What follows belongs to an exercise in optimizing a design on an open flow for small area, a short achievable clock period and few clock cycles per item; a production flow would make more cautious choices.
Function was checked by simulation only, so behaviour that the tests miss may differ from the original.

Setup of exp/maple:
Design pfe_gamma, start of the top module:
module pfe_gamma (
    input  wire        clk,
    input  wire        rst,
    input  wire        in_valid,
    output wire        in_ready,
    input  wire        in_sel,
    input  wire [31:0] in_pix,
    output reg         out_valid,
    input  wire        out_ready,
    output reg  [31:0] out_pix
);
    localparam [9:0] PIPE = 10'b1001010100;
    reg        sk_valid;
    reg [31:0] sk_pix;
    reg        rdy;                  
    wire       adv = !sk_valid;
    assign in_ready = rdy;
    reg        s0_valid;
    reg        s0_sel;
    reg [31:0] s0_pix;
    always @(posedge clk) begin
        if (rst)
            s0_valid <= 1'b0;
        else if (adv)
            s0_valid <= in_valid;
    end
    always @(posedge clk)
        if (adv) begin
            s0_sel <= in_sel;
            s0_pix <= in_pix;
        end
    wire [9:0]  ctl [0:10];
    wire [24:0] chs [0:10][0:2];
    assign ctl[0] = {s0_valid, s0_sel, s0_pix[31:24]};
    genvar i, k, j;
    generate
        for (i = 0; i < 3; i = i + 1) begin : g_pre
            wire [7:0] a   = s0_pix[31:24];
            wire [7:0] c   = s0_pix[8*i +: 8];
            wire [7:0] lo  = 8'd0 - c;                  
            wire [7:0] hi  = (c == 8'd0) ? 8'd0 : ~lo;  
            wire       sat = (hi >= a);                 
            assign chs[0][i] = {sat, lo, 8'd0, hi};
        end
        for (k = 0; k <= 9; k = k + 1) begin : g_b
            wire [9:0]  c_in = ctl[k];
            wire [9:0]  c_q;
            wire [24:0] d_q [0:2];
            if (PIPE[k]) begin : g_reg
                reg        v;
                reg [8:0]  cr;
                reg [24:0] dr [0:2];
                always @(posedge clk) begin
                    if (rst)
                        v <= 1'b0;
                    else if (adv)
                        v <= c_in[9];
                end
                always @(posedge clk)
                    if (adv) begin
                        cr    <= c_in[8:0];
                        dr[0] <= chs[k][0];
                        dr[1] <= chs[k][1];
                        dr[2] <= chs[k][2];
                    end
                assign c_q = {v, cr};
                assign d_q[0] = dr[0];
                assign d_q[1] = dr[1];
                assign d_q[2] = dr[2];
  ...
export LEC_CHECK = 0
export ABC_AREA = 1
export CAP_MARGIN = 20
export CORE_MARGIN = 2
export CORE_UTILIZATION = 60
export CTS_CLUSTER_DIAMETER = 150
export CTS_CLUSTER_SIZE = 25
export SLEW_MARGIN = 20
create_clock -name core_clock -period 45.0 [get_ports {clk}]
standard.sh (not shown) runs the stock make flow with config.mk's settings and CLKGATE_MAP_FILE= SYNTH_SCRIPT=/design/flow/synth_recipe.tcl, a recipe that flattens the netlist after the stock synthesis.
==> flow/flow/run.sh <==
#!/bin/bash
# The standard layout (standard.sh), with the input and output port
# buffers made from sky130_fd_sc_hd__buf_2 instead of the resizer's default
# pick. Everything else, including synthesis, is the standard flow.
set -euo pipefail
export BUFFER_PORTS_ARGS="-buffer_cell sky130_fd_sc_hd__buf_2"
bash standard.sh > standard.log 2>&1
Testbench counts of exp/maple, summed over its fixed seeds: cycles 16,432, items 16,384.
--- input diff exp/maple..exp/indigo ---
Settings: CTS_CLUSTER_SIZE changed from 25 to 30; CTS_CLUSTER_DIAMETER removed (was 150); CORE_UTILIZATION changed from 60 to 40.
[summary]
exp/indigo: all stages complete, timing, DRC and antenna checks passed
Changes observed in exp/indigo relative to exp/maple: post-DP HPWL decreased by about 1.1% relative to the old numbers; share of final layout cell area taken by clock buffers and inverters moved up; post-route cell area went up by 4.4%; post-synthesis to final-layout area growth has increased.
out_pix[25] as the end of the critical path was reported by exp/indigo, and out_pix[20] by exp/maple.
diff inputs: exp/indigo => exp/tundra
Settings: CORE_UTILIZATION now 75, was 40; CTS_CLUSTER_DIAMETER now 150, previously not set; CTS_CLUSTER_SIZE now 25, was 30.
Notes after the runs:
Between exp/tundra and exp/indigo, the met3 wirelength from detailed routing is higher for exp/tundra. Compared with exp/indigo, in exp/tundra utilization increased 34 points, design area decreased by 4.9% relative to the old numbers, number of nets at the end of the flow now smaller, met2 usage went up, number of buffers outside the clock class in the layout moved down. Re total of fill cells in the finished design: exp/tundra is 67% down on exp/indigo.
Input-level comparison between exp/umber and exp/tundra:
Settings: CTS_CLUSTER_SIZE removed (was 25); CTS_BUF_LIST newly set to sky130_fd_sc_hd__clkbuf_4 sky130_fd_sc_hd__clkbuf_8; CTS_CLUSTER_DIAMETER removed (was 150); CORE_UTILIZATION changed from 75 to 40; ABC_AREA removed (was 1).
==> flow/run.sh (new file) <==
#!/bin/bash
# synth_recipe.tcl (not shown) runs the flow's synth.tcl, then flattens the netlist and writes it again
# the make line also repeats each setting of config.mk as NAME=value (left out here)
make -C /OpenROAD-flow-scripts/flow DESIGN_CONFIG=/design/flow/config.mk WORK_HOME=/design/flow/orfs CLKGATE_MAP_FILE= SYNTH_SCRIPT=/design/flow/synth_recipe.tcl finish
removed: flow/flow/run.sh
removed: flow/standard.sh
[summary]
- Total nets after synthesis: exp/umber < exp/tundra
- exp/umber against exp/tundra: met3 usage went down; synthesized instance count went down; pre-CTS setup slack went up.
- Re met2 usage: exp/tundra was higher than exp/umber.
- Re number of buffers created by CTS: exp/tundra and exp/umber aren't equal, and the lower value belongs to exp/tundra.
- Comparing exp/umber with exp/tundra, the hold slack came out essentially unchanged.
- exp/umber vs exp/tundra — sequential share of layout area dropped 1.9 points.
- Looking at count of distinct cell types in the synthesized netlist, exp/umber sits above exp/tundra.
- Via count went down by more than 10% going from exp/tundra to exp/umber.
Relative to exp/umber, the following input files were edited for exp/onyx:
Settings: a deleted CTS_BUF_LIST that had been sky130_fd_sc_hd__clkbuf_4 sky130_fd_sc_hd__clkbuf_8; an added ABC_AREA of 1.
==> flow/flow/run.sh (new file) <==
#!/bin/bash
# The standard layout (standard.sh), with the input and output port
# buffers made from sky130_fd_sc_hd__buf_2 instead of the resizer's default
# pick. Everything else, including synthesis, is the standard flow.
set -euo pipefail
export BUFFER_PORTS_ARGS="-buffer_cell sky130_fd_sc_hd__buf_2"
bash standard.sh > standard.log 2>&1
==> flow/standard.sh (new file) <==
#!/bin/bash
# synth_recipe.tcl (not shown) runs the flow's synth.tcl, then flattens the netlist and writes it again
# the make line also repeats each setting of config.mk as NAME=value (left out here)
make -C /OpenROAD-flow-scripts/flow DESIGN_CONFIG=/design/flow/config.mk WORK_HOME=/design/flow/orfs CLKGATE_MAP_FILE= SYNTH_SCRIPT=/design/flow/synth_recipe.tcl "${@:-finish}"
removed: flow/run.sh
==> comparison <==
- exp/onyx ends up with a number of inserted filler cells in the final layout that is 219 higher than in exp/umber.
> inputs changed (exp/onyx -> exp/quartz)
Settings: CTS_CLUSTER_SIZE now 22, previously not set.
[summary]
- As far as area taken by flip-flops and latches is concerned, exp/onyx and exp/quartz perform about the same.
- Reported for exp/quartz and exp/onyx, half-perimeter wire length after placement turned out identical to the last digit.
- Diff exp/onyx -> exp/quartz: routed metal-1 wirelength saw little to no change, post-route cell area ~0 delta, initial core utilization stayed essentially flat, count of mapped cells out of synthesis held.
- Multi-input combinational cell count across exp/quartz and exp/onyx: no real change.
- On clock transition time at the flip-flop clock pins of the worst setup and hold paths, exp/quartz and exp/onyx are basically level.
- In terms of summed instance area of the synthesized netlist, exp/quartz and exp/onyx differ only marginally.


== v32 ==
pfe_gamma again, from the RTL that the note above started with.
clock: 45.0 ns
lec_check: 0
abc_area: 1
cap_margin: 20
core_margin: 2
core_utilization: 40
cts_cluster_diameter: 150
cts_cluster_size: 25
slew_margin: 20
==> flow/flow/run.sh <==
#!/bin/bash
# The standard layout (standard.sh), with the input and output port
# buffers made from sky130_fd_sc_hd__buf_2 instead of the resizer's default
# pick. Everything else, including synthesis, is the standard flow.
set -euo pipefail
export BUFFER_PORTS_ARGS="-buffer_cell sky130_fd_sc_hd__buf_2"
bash standard.sh > standard.log 2>&1
Testbench counts of v32, summed over its fixed seeds: cycles 16,432, items 16,384.
> inputs changed (v32 -> v41)
Settings: CTS_CLUSTER_SIZE: 25 -> unset; CTS_CLUSTER_DIAMETER: 150 -> unset; ABC_AREA: 1 -> unset.
==> flow/run.sh (new file) <==
#!/bin/bash
# synth_recipe.tcl (not shown) runs the flow's synth.tcl, then flattens the netlist and writes it again
# the make line also repeats each setting of config.mk as NAME=value (left out here)
make -C /OpenROAD-flow-scripts/flow DESIGN_CONFIG=/design/flow/config.mk WORK_HOME=/design/flow/orfs CLKGATE_MAP_FILE= SYNTH_SCRIPT=/design/flow/synth_recipe.tcl finish
removed: flow/flow/run.sh
removed: flow/standard.sh
[summary]
From v32 to v41 the numbers moved as follows: register-to-register slack saw a decrease, layout clock buffer count saw an increase, maximum clock path buffer count saw little to no change. When v41 is set beside v32, its setup slack of the critical path after layout turns out to be 0.35 ns smaller. From v32 to v41 the numbers moved as follows: wire length shows an increase of about 14%, number of antenna violations at the first check in global routing shows no meaningful change, actual transition at the worst max-transition pin shows a reduction of 0.076 ns. Comparing v32 and v41, the lower amount of wire on met3 after detailed routing is on v32. From v32 to v41 the numbers moved as follows: maximum number of pins on one net before global-route repair rose by 15.
Here is what was changed in the inputs of v10 compared with v41.
Settings: putting CTS_CLUSTER_SIZE at 30 where nothing was set; putting ABC_AREA at 1 where nothing was set; putting CTS_CLUSTER_DIAMETER at 100 where nothing was set.
==> flow/flow/run.sh (new file) <==
#!/bin/bash
# The standard layout (standard.sh), with the input and output port
# buffers made from sky130_fd_sc_hd__buf_2 instead of the resizer's default
# pick. Everything else, including synthesis, is the standard flow.
set -euo pipefail
export BUFFER_PORTS_ARGS="-buffer_cell sky130_fd_sc_hd__buf_2"
bash standard.sh > standard.log 2>&1
==> flow/standard.sh (new file) <==
#!/bin/bash
# synth_recipe.tcl (not shown) runs the flow's synth.tcl, then flattens the netlist and writes it again
# the make line also repeats each setting of config.mk as NAME=value (left out here)
make -C /OpenROAD-flow-scripts/flow DESIGN_CONFIG=/design/flow/config.mk WORK_HOME=/design/flow/orfs CLKGATE_MAP_FILE= SYNTH_SCRIPT=/design/flow/synth_recipe.tcl "${@:-finish}"
removed: flow/run.sh
[summary]
- Comparing v41 and v10, area of all placed cells without fillers is higher on v41.
- Going from v41 to v10, effective utilization at floorplan shrinks by 0.17 points.
- v41 vs v10, last element of the critical path: out_pix[12] vs out_pix[18]
- Changes observed in v10 relative to v41: met3 routing resource usage after global routing lost 1.4 points; ratio of cells with drive above 1 in the final layout lost 2.3 points; number of nets in the layout picked up an extra 18%; simple-gate area share of the yosys netlist picked up an extra 7.2 points.
- Sort v41 and v10 by post-synthesis share of cell area spent on xor and xnor gates desc -> top: v41
- Side by side, mean post-synth cell area turned out lower in v10 than in v41.
- Area after synthesis: v10 lower than v41


The RTL this note starts from:
==> flow/design.v <==
module pfe_gamma (
    input  wire        clk,
    input  wire        rst,
    input  wire        in_valid,
    output wire        in_ready,
    input  wire        in_sel,
    input  wire [31:0] in_pix,
    output reg         out_valid,
    input  wire        out_ready,
    output reg  [31:0] out_pix
);
    localparam [9:0] PIPE = 10'b1001010100;
    reg [7:0] lut_s2l [0:255];
    reg [7:0] lut_l2s [0:255];
    initial begin
        $readmemh("pfe_gamma_s2l.hex", lut_s2l);
        $readmemh("pfe_gamma_l2s.hex", lut_l2s);
    end
    reg        sk_valid;
    reg [31:0] sk_pix;
    reg        rdy;                  
    wire       adv = !sk_valid;
    assign in_ready = rdy;
    reg        s0_valid;
    reg        s0_sel;
    reg [31:0] s0_pix;
    always @(posedge clk) begin
        if (rst)
            s0_valid <= 1'b0;
        else if (adv)
            s0_valid <= in_valid;
    end
    always @(posedge clk)
        if (adv) begin
            s0_sel <= in_sel;
            s0_pix <= in_pix;
        end
    wire [9:0]  ctl [0:10];
    wire [24:0] chs [0:10][0:2];
    assign ctl[0] = {s0_valid, s0_sel, s0_pix[31:24]};
    genvar i, k, j;
    generate
        for (i = 0; i < 3; i = i + 1) begin : g_pre
            wire [7:0] a   = s0_pix[31:24];
            wire [7:0] c   = s0_pix[8*i +: 8];
            wire [7:0] lo  = 8'd0 - c;                  
            wire [7:0] hi  = (c == 8'd0) ? 8'd0 : ~lo;  
            wire       sat = (hi >= a);                 
            assign chs[0][i] = {sat, lo, 8'd0, hi};
        end
        for (k = 0; k <= 9; k = k + 1) begin : g_b
            wire [9:0]  c_in = ctl[k];
            wire [9:0]  c_q;
            wire [24:0] d_q [0:2];
            if (PIPE[k]) begin : g_reg
                reg        v;
                reg [8:0]  cr;
                reg [24:0] dr [0:2];
                always @(posedge clk) begin
                    if (rst)
                        v <= 1'b0;
                    else if (adv)
                        v <= c_in[9];
                end
                always @(posedge clk)
                    if (adv) begin
                        cr    <= c_in[8:0];
                        dr[0] <= chs[k][0];
                        dr[1] <= chs[k][1];
                        dr[2] <= chs[k][2];
                    end
                assign c_q = {v, cr};
                assign d_q[0] = dr[0];
                assign d_q[1] = dr[1];
                assign d_q[2] = dr[2];
            end else begin : g_wire
                assign c_q = c_in;
                assign d_q[0] = chs[k][0];
                assign d_q[1] = chs[k][1];
                assign d_q[2] = chs[k][2];
            end
            assign ctl[k+1] = c_q;
            wire [7:0] a  = c_q[7:0];
            wire [7:0] na = ~a;
            for (i = 0; i < 3; i = i + 1) begin : g_ch
                wire       sat = d_q[i][24];
                wire [7:0] lo  = d_q[i][23:16];
                wire [7:0] q   = d_q[i][15:8];
                wire [7:0] r   = d_q[i][7:0];
                if (k < 8) begin : g_row
                    wire [8:0] x = {r, lo[7-k]};
                    wire [8:0] cy;
                    wire [7:0] d;
                    assign cy[0] = 1'b1;
                    for (j = 0; j < 8; j = j + 1) begin : g_bit
                        assign d[j]    = x[j] ^ na[j] ^ cy[j];
                        assign cy[j+1] = (x[j] & na[j]) | (x[j] & cy[j]) | (na[j] & cy[j]);
                    end
                    wire qb = x[8] | cy[8];
                    wire [7:0] qn = q | (qb << (7 - k));
                    assign chs[k+1][i] = {sat, lo, qn, qb ? d : x[7:0]};
                end else if (k == 8) begin : g_lut
                    wire [7:0] u = q | {8{sat}};
                    wire [7:0] t = c_q[8] ? lut_l2s[u] : lut_s2l[u];
                    assign chs[k+1][i] = {17'd0, t};
                end else begin : g_mul
                    assign chs[k+1][i] = d_q[i];
                end
            end
        end
    endgenerate
    wire [7:0] pa = ctl[10][7:0];
    wire [7:0] res [0:2];
    generate
        for (i = 0; i < 3; i = i + 1) begin : g_pm
            wire [7:0] t = chs[10][i][7:0];
            wire [7:0] s  [0:7];
            wire [7:0] cv [0:7];
            for (j = 0; j < 8; j = j + 1) begin : g_r0
                assign s[0][j]  = t[j] & ~pa[0];
                assign cv[0][j] = t[j] & pa[0];
            end
            for (k = 1; k < 8; k = k + 1) begin : g_rows
                for (j = 0; j < 8; j = j + 1) begin : g_cols
                    wire pp = t[j] & pa[k];
                    wire x  = (j == 7) ? 1'b0 : s[k-1][j+1];
                    wire y  = cv[k-1][j];
                    assign s[k][j]  = pp ^ x ^ y;
                    assign cv[k][j] = (pp & x) | (pp & y) | (x & y);
                end
            end
            wire [8:0] fc;
            assign fc[0] = 1'b0;
            for (j = 0; j < 8; j = j + 1) begin : g_fin
                wire x = (j == 7) ? 1'b0 : s[7][j+1];
                wire y = cv[7][j];
                assign res[i][j] = x ^ y ^ fc[j];
                assign fc[j+1] = (x & y) | (x & fc[j]) | (y & fc[j]);
            end
        end
    endgenerate
    wire        p_valid = ctl[10][9];
    wire [31:0] p_pix   = {pa, res[2], res[1], res[0]};
    wire deliver = adv && p_valid;
    always @(posedge clk)
        if (adv)
            sk_pix <= p_pix;
    always @(posedge clk) begin
        if (rst) begin
            out_valid <= 1'b0;
            sk_valid  <= 1'b0;
            rdy       <= 1'b1;
        end else begin
            if (!out_valid || out_ready)
                out_valid <= sk_valid || deliver;
            sk_valid <= out_valid && !out_ready && (sk_valid || deliver);
            rdy      <= !(out_valid && !out_ready && (sk_valid || deliver));
        end
    end
    always @(posedge clk)
        if (!out_valid || out_ready)
            out_pix <= sk_valid ? sk_pix : p_pix;
endmodule
==> flow/config.mk <==
export PLATFORM = sky130hd
export DESIGN_NAME = pfe_gamma
export DESIGN_NICKNAME = pfe_gamma
export VERILOG_FILES = /design/flow/design.v
export SDC_FILE = /design/flow/constraint.sdc
export NUM_CORES = 4
export LEC_CHECK = 0
export ABC_CLOCK_PERIOD_IN_PS = 8000
export CAP_MARGIN = 20
export CORE_MARGIN = 2
export CORE_UTILIZATION = 40
export SLEW_MARGIN = 20
==> flow/constraint.sdc <==
create_clock -name core_clock -period 45.0 [get_ports {clk}]
set_input_delay 9.0000 -clock core_clock [delete_from_list [all_inputs] [get_ports {clk}]]
set_output_delay 9.0000 -clock core_clock [all_outputs]
set_load 0.01 [all_outputs]
run.sh (not shown) runs the stock make flow with config.mk's settings and CLKGATE_MAP_FILE= SYNTH_SCRIPT=/design/flow/synth_recipe.tcl, a recipe that flattens the netlist after the stock synthesis.
Stock flow here: none of the scripts above is used.
The first run finished with timing, DRC and antenna clean.
Testbench counts at the start, summed over its fixed seeds: cycles 16,432, items 16,384.
Rerun with:
- ABC_CLOCK_PERIOD_IN_PS: 8000 -> unset
Outcome:
- The new run completed with no timing, DRC or antenna violations
- utilization is unchanged
- design area is unchanged
- via count is unchanged
- die area does not change
- synthesized cell count stays the same
- fmax is unchanged
- global-route usage is unchanged
- hold slack is unchanged
- synthesized area stays the same

-- afterwards: timing with drivers on the ports --
Ports are ideal in the flow. The routed layouts listed here were re-timed in OpenROAD. Step 1 sets driving cells, clkbuf_16 on the clock port and buf_2 on the other inputs (assumed; they add their load-dependent delay and slew). Step 2 moves the port delays by t, midway between the first and last clock arrival at a register: inputs arrive t later, outputs are due t later. That takes back most of the time a late clock gives input paths. Slacks: no drivers / after step 1 / after step 2; pairs: no drivers / after step 1.
| run | t, ns | slack for setup (ns) | worst setup path at the end | worst register clock-pin slew, ns | cell pins on the clock port's net |
|---|---|---|---|---|---|
| exp/maple | 0.591 | 34.934 / 34.877 / 35.102 | input to register | 0.11 / 0.11 | 1 |
| exp/indigo | 0.617 | 34.919 / 34.860 / 35.052 | input to register | 0.06 / 0.06 | 1 |
| exp/tundra | 0.589 | 34.929 / 34.870 / 34.981 | input to register | 0.12 / 0.12 | 1 |
| exp/umber | 0.706 | 34.485 / 34.430 / 34.722 | input to register | 0.07 / 0.07 | 1 |
| exp/onyx | 0.617 | 34.919 / 34.860 / 35.052 | input to register | 0.06 / 0.06 | 1 |
| exp/quartz | 0.617 | 34.919 / 34.860 / 35.052 | input to register | 0.06 / 0.06 | 1 |
| v32 | 0.605 | 34.929 / 34.870 / 35.059 | input to register | 0.11 / 0.11 | 1 |
| v41 | 0.629 | 34.579 / 34.518 / 34.713 | input to register | 0.07 / 0.07 | 1 |
| v10 | 0.638 | 34.921 / 34.859 / 35.051 | input to register | 0.11 / 0.11 | 1 |
| the first run of note 3 | 0.631 | 34.538 / 34.480 / 34.409 | input to register | 0.06 / 0.06 | 1 |
| the second run of note 3 | 0.631 | 34.538 / 34.480 / 34.409 | input to register | 0.06 / 0.06 | 1 |
After both steps setup and hold are still met in every run listed.
